Source: an optimization exercise on an open RTL-to-GDS flow (aim: small area, a short achievable clock period and few clock cycles per item). Production flows keep margins and buffers that such runs may drop.
The RTL was checked by simulation tests, not by an equivalence proof against the original design.
Power figures rest on the tool's default switching activity, not on a simulated workload.

Setup of lagoon:
==> flow/design.v (excerpt) <==
module map_unit (
    input  wire        clk,
    input  wire        rst,
    input  wire        in_valid,
    output reg         in_ready,
    input  wire [15:0] isize,     
    input  wire [15:0] osize,     
    output reg         out_valid,
    output reg  [15:0] out_idx,
    output reg  [15:0] out_fnum,
    output reg         out_last,
    output reg         out_err
);
For scale: roughly 7200 sq um of cells after synthesis.
==> flow/config.mk <==
export PLATFORM = sky130hd
export DESIGN_NAME = map_unit
export DESIGN_NICKNAME = map_unit
export VERILOG_FILES = /design/flow/design.v
export SDC_FILE = /design/flow/constraint.sdc
export NUM_CORES = 4
export LEC_CHECK = 0
export CAP_MARGIN = 20
export CORE_MARGIN = 2
export CORE_UTILIZATION = 40
export CTS_CLUSTER_DIAMETER = 100
export CTS_CLUSTER_SIZE = 40
export SLEW_MARGIN = 20
==> flow/constraint.sdc <==
create_clock -name core_clock -period 10.0 [get_ports {clk}]
set_input_delay 2.0000 -clock core_clock [delete_from_list [all_inputs] [get_ports {clk}]]
set_output_delay 2.0000 -clock core_clock [all_outputs]
set_load 0.01 [all_outputs]
standard.sh (not shown) runs the stock make flow with config.mk's settings and CLKGATE_MAP_FILE= SYNTH_SCRIPT=/design/flow/synth_recipe.tcl, a recipe that flattens the netlist after the stock synthesis.
==> flow/flow/run.sh <==
#!/bin/bash
set -euo pipefail
MARGIN=7
BUFCELL=sky130_fd_sc_hd__buf_2
sed -e 's/ SETUP_SLACK_MARGIN=[0-9.]*//' \
    -e "s/\"\${@:-finish}\"/SETUP_SLACK_MARGIN=$MARGIN BUFFER_PORTS_ARGS='-buffer_cell $BUFCELL' &/" \
    standard.sh > standard_margin.sh
bash standard_margin.sh > standard.log 2>&1
lagoon finished all stages; the layout is clean.
Testbench counts of lagoon, summed over its fixed seeds: cycles 12,028, items 10,186.
[inputs] raven vs lagoon
- removing CTS_CLUSTER_DIAMETER (formerly 100)
- removing CTS_CLUSTER_SIZE (formerly 40)
diff --git a/flow/flow/run.sh b/flow/flow/run.sh
--- a/flow/flow/run.sh
+++ b/flow/flow/run.sh
@@ -3 +3 @@
-MARGIN=7
+MARGIN=6.85
Findings:
- Relative to lagoon, number of setup buffers added after CTS has gone down in raven.
- Reported for lagoon and raven, multi-input logic cell count turned out identical to the last digit.
- Least setup slack across all paths after layout for raven is lower than for lagoon.
- In the final design statistics, raven uses fewer standard cells in total than lagoon.
- STATUS routed wire length: raven wins against lagoon
- raven has area occupied by registers below what lagoon had.
- When the final numbers for lagoon and raven were put side by side, the final routed wire length divided by cell count turned out to be greater in lagoon.
- Changes observed in raven relative to lagoon: number of distinct library cells after synthesis held, met3 layer usage reported by global route moved down, count of non-CTS buffers in the layout fell by about 18%, maximum single-stage delay on the critical path held steady.
Input-level comparison between yarrow and raven:
- CTS_BUF_LIST newly set to sky130_fd_sc_hd__clkbuf_8
diff --git a/flow/flow/run.sh b/flow/flow/run.sh
--- a/flow/flow/run.sh
+++ b/flow/flow/run.sh
@@ -3 +3 @@
-MARGIN=6.85
+MARGIN=7
==> summary.txt <==
Relative to raven, the sequential share of cell area of yarrow is lower by 0.39 points. Lower worst hold-check slack among yarrow and raven: raven. Compared to raven, the routing of yarrow uses more wire. Worst relative slew slack sits higher in yarrow than in raven. From raven to yarrow, share of the synthesized area in compound gates (AO/OA/AOI/OAI) did not move at all. As far as sum of overflow across all layers after global routing goes, raven and yarrow are indistinguishable; the numbers are identical. For yarrow, the heaviest power group was combinational cells, unlike raven, where it was registers. Summary of yarrow over raven: proportion of power drawn by combinational gates now larger; post-route cell area +about 2.7%.
Inputs modified between yarrow and pepper:
- SETUP_SLACK_MARGIN now 5, previously not set
- CTS_BUF_LIST no longer set, was sky130_fd_sc_hd__clkbuf_8
==> flow/run.sh (new file) <==
#!/bin/bash
# synth_recipe.tcl (not shown) runs the flow's synth.tcl, then flattens the netlist and writes it again
# the make line also repeats each setting of config.mk as NAME=value (left out here)
make -C /OpenROAD-flow-scripts/flow DESIGN_CONFIG=/design/flow/config.mk WORK_HOME=/design/flow/orfs CLKGATE_MAP_FILE= SYNTH_SCRIPT=/design/flow/synth_recipe.tcl finish
removed: flow/flow/run.sh
removed: flow/standard.sh
Results
- pepper: done, clean on timing, DRC and antenna
- A timing startpoint of the critical path of dvl$_SDFFE_PP0P_ is what pepper shows, while cnt[1]$_DFFE_PP_ belongs to yarrow.
- Re first-iteration DRC count: yarrow was lower than pepper.
- Delta (pepper minus yarrow): headroom to the max-slew limit decreased 13 points, proportion of power drawn by combinational gates decreased 7.1 points, clock transition at the register clock pins on the worst setup and hold paths after CTS decreased 0.04 ns.
[inputs] quartz vs pepper
- clearing SETUP_SLACK_MARGIN, which used to be 5
==> flow/flow/run.sh (new file) <==
#!/bin/bash
set -euo pipefail
MARGIN=7
BUFCELL=sky130_fd_sc_hd__buf_2
sed -e 's/ SETUP_SLACK_MARGIN=[0-9.]*//' \
    -e "s/\"\${@:-finish}\"/SETUP_SLACK_MARGIN=$MARGIN BUFFER_PORTS_ARGS='-buffer_cell $BUFCELL' &/" \
    standard.sh > standard_margin.sh
bash standard_margin.sh > standard.log 2>&1
==> flow/standard.sh (new file) <==
#!/bin/bash
# synth_recipe.tcl (not shown) runs the flow's synth.tcl, then flattens the netlist and writes it again
# the make line also repeats each setting of config.mk as NAME=value (left out here)
make -C /OpenROAD-flow-scripts/flow DESIGN_CONFIG=/design/flow/config.mk WORK_HOME=/design/flow/orfs CLKGATE_MAP_FILE= SYNTH_SCRIPT=/design/flow/synth_recipe.tcl "${@:-finish}"
removed: flow/run.sh
The flow did not stop early for quartz: all stages ran, and the layout cleared the timing, design-rule and antenna checks. In the tables for quartz and pepper, number of non-filler instances in the completed layout reads higher with quartz. Compared with pepper, quartz shows a higher number of buffers inserted by post-CTS setup repair. For upper clock frequency limit, dividing the value from quartz by the value from pepper gives 1.4. Going from pepper to quartz, fraction of standard cell area that is sequential now sits lower; worst-case register-to-register setup slack increased 1.13 ns. Looking only at global routing usage on met2, and setting everything else aside, the lower value of quartz and pepper goes to pepper.
For nickel, these inputs were changed with respect to quartz:
- CAP_MARGIN: 20 -> 0
- SLEW_MARGIN: 20 -> 0
Results
On count of clock-buffer cells in the layout, nickel tracks quartz almost exactly. ~same number of failing setup endpoints in the final timing report in nickel and quartz. Delta (nickel minus quartz): count of flip-flops with a built-in enable after synthesis essentially unchanged, area of the die essentially unchanged, register-to-register slack essentially unchanged.

## port drivers added, routing unchanged
In the flow no input, the clock included, has a driving cell. The finished layouts below were timed again as built, in two steps.
Step 1: set_driving_cell puts a clkbuf_16 on clk and a buf_2 on each other input, an assumption about the parent block.
Step 2 moves the port delays by t, midway between the first and last clock arrival at a register: inputs arrive t later, outputs are due t later. That takes back most of the time a late clock gives input paths.
Slacks: ideal ports / drivers / drivers and shift; pairs: ideal ports / drivers.
run | shift t [ns] | setup WS [ns] | worst hold slack (ns) | clock arrival spread, ns | slew at the worst register clock pin (ns)
lagoon | 0.407 | 6.943 / 6.943 / 6.675 | 0.519 / 0.519 / 0.519 | 0.013 / 0.013 | 0.08 / 0.08
raven | 0.404 | 6.884 / 6.872 / 6.612 | 0.493 / 0.493 / 0.493 | 0.010 / 0.011 | 0.08 / 0.08
yarrow | 0.427 | 6.936 / 6.936 / 6.678 | 0.525 / 0.525 / 0.525 | 0.016 / 0.017 | 0.12 / 0.12
pepper | 0.401 | 5.812 / 5.812 / 5.812 | 0.502 / 0.502 / 0.502 | 0.007 / 0.008 | 0.07 / 0.07
quartz | 0.407 | 6.943 / 6.943 / 6.675 | 0.519 / 0.519 / 0.519 | 0.013 / 0.013 | 0.08 / 0.08
nickel | 0.407 | 6.943 / 6.943 / 6.675 | 0.519 / 0.519 / 0.519 | 0.013 / 0.013 | 0.08 / 0.08
After both steps every run listed still meets setup and hold. For raven, which loses most, drivers alone change the setup slack by -0.012 ns; drivers and shift together by -0.272 ns.
